This design comes from an exercise in tuning for small area, a short achievable clock period and few clock cycles per item on the open sky130 flow, not from production work. The RTL was checked by simulation tests, not by an equivalence proof against the original design. Power is estimated from default activity; no workload was simulated.

==> flow/design.v (excerpt) <==
module sc_reduce (
    input  wire         clk,
    input  wire         rst,
    input  wire         in_valid,
    output wire         in_ready,
    input  wire [255:0] in_data,
    output wire         out_valid,
    input  wire         out_ready,
    output wire [255:0] out_data
);
export LEC_CHECK = 0
export ABC_AREA = 1
export CAP_MARGIN = 20
export CORE_MARGIN = 2
export CORE_UTILIZATION = 40
export SLEW_MARGIN = 20
export SYNTH_HIERARCHICAL = 1
create_clock -name core_clock -period 10.0 [get_ports {clk}]
standard.sh (not shown) runs the stock make flow with config.mk's settings and CLKGATE_MAP_FILE= SYNTH_SCRIPT=/design/flow/synth_recipe.tcl, a recipe that flattens the netlist after the stock synthesis.
==> flow/flow/run.sh <==
#!/bin/bash
# Layout flow: the standard layout (standard.sh), with these changes:
#  - synthesis without the full/half-adder extraction (ADDER_MAP_FILE empty),
#    so ABC maps the hand-built prefix adder itself;
#  - port buffers are buf_1 cells;
set -euo pipefail
bash standard.sh ADDER_MAP_FILE= \
  'BUFFER_PORTS_ARGS=-buffer_cell sky130_fd_sc_hd__buf_1' \
  SETUP_SLACK_MARGIN=5.4 \
  finish > flow_make.log 2>&1
Testbench counts at the start, summed over its fixed seeds: cycles 1,608, values 1,600.
Change:
--- a/flow/flow/run.sh
+++ b/flow/flow/run.sh
@@ -2 +2 @@
-# Layout flow: the standard layout (standard.sh), with these changes:
+# Layout flow: the standard layout (standard.sh), with two changes:
@@ -5 +5,2 @@
-#  - port buffers are buf_1 cells;
+#  - port buffers are buf_1 cells.
+# Every register, its name and cell type are those of the standard synthesis.
@@ -9 +9,0 @@
-  SETUP_SLACK_MARGIN=5.4 \
Settings changed: CTS_CLUSTER_DIAMETER from default to 110, CTS_CLUSTER_SIZE from default to 26, SETUP_SLACK_MARGIN from default to 5.
After rerunning: The changed run went through all stages and came out clean; die area is unchanged; wire length fell by 8.2%; cell count fell by 2.8%; global-route usage fell by 1.9 points; cell area fell by 9.4%; synthesized cell count stays the same.

========
== lane 1 ==
Starting RTL as in the previous note.
// sc_reduce
module sc_reduce (
    input  wire         clk,
    input  wire         rst,
    input  wire         in_valid,
    output wire         in_ready,
    input  wire [255:0] in_data,
    output wire         out_valid,
    input  wire         out_ready,
    output wire [255:0] out_data
);
    reg         v;       
    reg         fx;      
    reg [252:0] r;       
    reg         rb;      
    wire hold = v & ~out_ready;          
    wire [3:0]   h  = in_data[255:252];
    wire [128:0] xl = (fx | hold) ? r[128:0] : in_data[128:0];
    wire [122:0] xu = in_data[251:129];
    reg  [128:0] th;     
    always @(*) begin
        case (h)
            4'd0: th = 129'h0;
            4'd1: th = 129'h14def9dea2f79cd65812631a5cf5d3ed;
            4'd2: th = 129'h29bdf3bd45ef39acb024c634b9eba7da;
            4'd3: th = 129'h3e9ced9be8e6d6830837294f16e17bc7;
            4'd4: th = 129'h537be77a8bde735960498c6973d74fb4;
            4'd5: th = 129'h685ae1592ed6102fb85bef83d0cd23a1;
            4'd6: th = 129'h7d39db37d1cdad06106e529e2dc2f78e;
            4'd7: th = 129'h9218d51674c549dc6880b5b88ab8cb7b;
            4'd8: th = 129'ha6f7cef517bce6b2c09318d2e7ae9f68;
  ...
Settings: LEC_CHECK=0, ABC_AREA=1, CAP_MARGIN=20, CORE_MARGIN=2, CORE_UTILIZATION=40, SLEW_MARGIN=20, SYNTH_HIERARCHICAL=1, TNS_END_PERCENT=0; clock period 10.0 ns.
==> flow/flow/run.sh <==
#!/bin/bash
# Layout flow: the standard layout (standard.sh), with these changes:
#  - synthesis without the full/half-adder extraction (ADDER_MAP_FILE empty),
#    so ABC maps the hand-built prefix adder itself;
#  - port buffers are buf_1 cells;
set -euo pipefail
bash standard.sh ADDER_MAP_FILE= \
  'BUFFER_PORTS_ARGS=-buffer_cell sky130_fd_sc_hd__buf_1' \
  SETUP_SLACK_MARGIN=5.4 \
  finish > flow_make.log 2>&1
No stage failed in lane 1, and the final checks on the layout all came back clean.
Testbench counts of lane 1, summed over its fixed seeds: cycles 1,608, values 1,600.
Input-level comparison between lane 2 and lane 1:
# lane 1
export LEC_CHECK = 0
export ABC_AREA = 1
export CAP_MARGIN = 20
export CORE_MARGIN = 2
export CORE_UTILIZATION = 40
export SLEW_MARGIN = 20
export SYNTH_HIERARCHICAL = 1
export TNS_END_PERCENT = 0
create_clock -name core_clock -period 10.0 [get_ports {clk}]
# lane 2
export LEC_CHECK = 0
export ABC_AREA = 1
export CAP_MARGIN = 20
export CORE_MARGIN = 2
export CORE_UTILIZATION = 40
export CTS_CLUSTER_DIAMETER = 90
export CTS_CLUSTER_SIZE = 20
export SETUP_SLACK_MARGIN = 5
export SLEW_MARGIN = 20
export SYNTH_HIERARCHICAL = 1
create_clock -name core_clock -period 10.0 [get_ports {clk}]
--- a/flow/flow/run.sh
+++ b/flow/flow/run.sh
@@ -2 +2 @@
-# Layout flow: the standard layout (standard.sh), with these changes:
+# Layout flow: the standard layout (standard.sh), with two changes:
@@ -5 +5,2 @@
-#  - port buffers are buf_1 cells;
+#  - port buffers are buf_1 cells.
+# Every register, its name and cell type are those of the standard synthesis.
@@ -9 +9,0 @@
-  SETUP_SLACK_MARGIN=5.4 \
## What came out
[compare] base=lane 1 new=lane 2: logic gate share of total power picked up an extra 1.0 points, cell depth of the worst hold path lost 2, post-detailed-route wirelength per cell lost about 3%. Status | lane 1 and lane 2 | clean. The lower count of vias placed by the detailed router came out of lane 2. Lane 1 vs lane 2, start point of the critical path: r[169] vs r[138]. | post-detailed-route via-to-cell ratio | lane 2 vs lane 1 | ≈ equal |. Summary of lane 2 over lane 1: hold slack saw an increase; clock share of power shows a reduction of 5.2 points. Going from lane 1 to lane 2, ratio of final minimum period to clock period shows an increase of 2.4 points, detailed-route wire length on metal 1 shows a reduction of about 1.4%.
## Diff of input files: lane 3 against lane 2
# lane 2
export LEC_CHECK = 0
export ABC_AREA = 1
export CAP_MARGIN = 20
export CORE_MARGIN = 2
export CORE_UTILIZATION = 40
export CTS_CLUSTER_DIAMETER = 90
export CTS_CLUSTER_SIZE = 20
export SETUP_SLACK_MARGIN = 5
export SLEW_MARGIN = 20
export SYNTH_HIERARCHICAL = 1
create_clock -name core_clock -period 10.0 [get_ports {clk}]
# lane 3
export LEC_CHECK = 0
export ABC_AREA = 1
export CAP_MARGIN = 20
export CORE_MARGIN = 2
export CORE_UTILIZATION = 40
export SLEW_MARGIN = 20
export SYNTH_HIERARCHICAL = 1
export TNS_END_PERCENT = 0
create_clock -name core_clock -period 10.0 [get_ports {clk}]
--- a/flow/flow/run.sh
+++ b/flow/flow/run.sh
@@ -2 +2 @@
-# Layout flow: the standard layout (standard.sh), with two changes:
+# Layout flow: the standard layout (standard.sh), with these changes:
@@ -5,2 +5 @@
-#  - port buffers are buf_1 cells.
-# Every register, its name and cell type are those of the standard synthesis.
+#  - port buffers are buf_1 cells;
@@ -9,0 +9 @@
+  SETUP_SLACK_MARGIN=5.6 \
- The run showing the greater worst endpoint data arrival time is lane 2.
- Between lane 2 and lane 3, final cell utilization of the core increased.
- Cmp lane 3 vs lane 2: signed area change from the synthesized netlist to the final layout higher in lane 3
Changes in lane 4 relative to lane 3:
# lane 3
export LEC_CHECK = 0
export ABC_AREA = 1
export CAP_MARGIN = 20
export CORE_MARGIN = 2
export CORE_UTILIZATION = 40
export SLEW_MARGIN = 20
export SYNTH_HIERARCHICAL = 1
export TNS_END_PERCENT = 0
create_clock -name core_clock -period 10.0 [get_ports {clk}]
# lane 4
export LEC_CHECK = 0
export ABC_AREA = 1
export CAP_MARGIN = 20
export CORE_MARGIN = 2
export CORE_UTILIZATION = 40
export CTS_CLUSTER_DIAMETER = 90
export CTS_CLUSTER_SIZE = 20
export SETUP_SLACK_MARGIN = 5
export SLEW_MARGIN = 20
export SYNTH_HIERARCHICAL = 1
export TNS_END_PERCENT = 0
create_clock -name core_clock -period 10.0 [get_ports {clk}]
--- a/flow/flow/run.sh
+++ b/flow/flow/run.sh
@@ -2 +2 @@
-# Layout flow: the standard layout (standard.sh), with these changes:
+# Layout flow: the standard layout (standard.sh), with two changes:
@@ -5 +5,2 @@
-#  - port buffers are buf_1 cells;
+#  - port buffers are buf_1 cells.
+# Every register, its name and cell type are those of the standard synthesis.
@@ -9 +9,0 @@
-  SETUP_SLACK_MARGIN=5.6 \
### Flow results
Comparing lane 4 and lane 3, the higher instance count on the critical path was measured on lane 4.
Total die area: lane 4 vs lane 3 identical
Lane 4 vs. lane 3: area added between synthesis and finish went down by 12 points, final-layout worst hold slack went up by 18 ps, final area went down by 9.4%, utilization went down by 4.8 points, met2 track utilization from global routing went down by 2.3 points.
On lane 4: buffering overhead is 2.2 points lower than what lane 3 gave.
#### Input delta (lane 5 over lane 4)
# lane 4
export LEC_CHECK = 0
export ABC_AREA = 1
export CAP_MARGIN = 20
export CORE_MARGIN = 2
export CORE_UTILIZATION = 40
export CTS_CLUSTER_DIAMETER = 90
export CTS_CLUSTER_SIZE = 20
export SETUP_SLACK_MARGIN = 5
export SLEW_MARGIN = 20
export SYNTH_HIERARCHICAL = 1
export TNS_END_PERCENT = 0
create_clock -name core_clock -period 10.0 [get_ports {clk}]
# lane 5
export LEC_CHECK = 0
export ABC_AREA = 1
export CAP_MARGIN = 20
export CORE_MARGIN = 2
export CORE_UTILIZATION = 40
export PLACE_DENSITY = 0.75
export SETUP_SLACK_MARGIN = 5
export SLEW_MARGIN = 20
export SYNTH_HIERARCHICAL = 1
create_clock -name core_clock -period 10.0 [get_ports {clk}]
### Flow results
Lane 5 ran to completion and came out clean on the timing, DRC and antenna checks. Comparing lane 5 and lane 4, the higher worst setup slack was measured on lane 5. Relative to lane 4, the global-route usage of lane 5 is higher by 0.43 points. Of lane 5 and lane 4, the lower final period utilization belongs to lane 5.

-- re-timing with driven ports --
The results above use ideal ports. As a check the final layouts listed here were re-extracted and re-timed, cells and wires unchanged. Step 1 (the two cells are an assumption about what drives the block):
set clk [get_ports {clk}]
set_driving_cell -lib_cell sky130_fd_sc_hd__clkbuf_16 $clk
set_driving_cell -lib_cell sky130_fd_sc_hd__buf_2 [delete_from_list [all_inputs] $clk]
Step 2 times the ports against the registers' clock, not the clock port: input delays grow and output delays shrink by t, the midpoint of the rising clock arrivals with the driver on. a / b / c = ideal / step 1 / step 2; a / b = the first two.
run | t, ns | setup WS [ns] | clock arrival spread, ns | worst register clock-pin slew, ns
the first run of note 1 | 0.609 | 5.426 / 5.349 / 4.825 | 0.020 / 0.020 | 0.06 / 0.06
the second run of note 1 | 0.578 | 5.117 / 5.092 / 4.522 | 0.023 / 0.022 | 0.11 / 0.11
lane 1 | 0.631 | 5.410 / 5.350 / 4.796 | 0.026 / 0.026 | 0.07 / 0.07
lane 2 | 0.586 | 5.166 / 5.108 / 4.537 | 0.016 / 0.016 | 0.09 / 0.09
lane 3 | 0.655 | 5.389 / 5.297 / 4.736 | 0.028 / 0.028 | 0.07 / 0.07
lane 4 | 0.586 | 5.077 / 5.063 / 4.477 | 0.016 / 0.016 | 0.09 / 0.09
lane 5 | 0.645 | 5.164 / 5.118 / 4.520 | 0.026 / 0.025 | 0.07 / 0.07
After both steps setup and hold are still met in every run listed. The setup slack of lane 3, which loses most, moves by -0.092 ns with the drivers and by -0.653 ns with both steps.
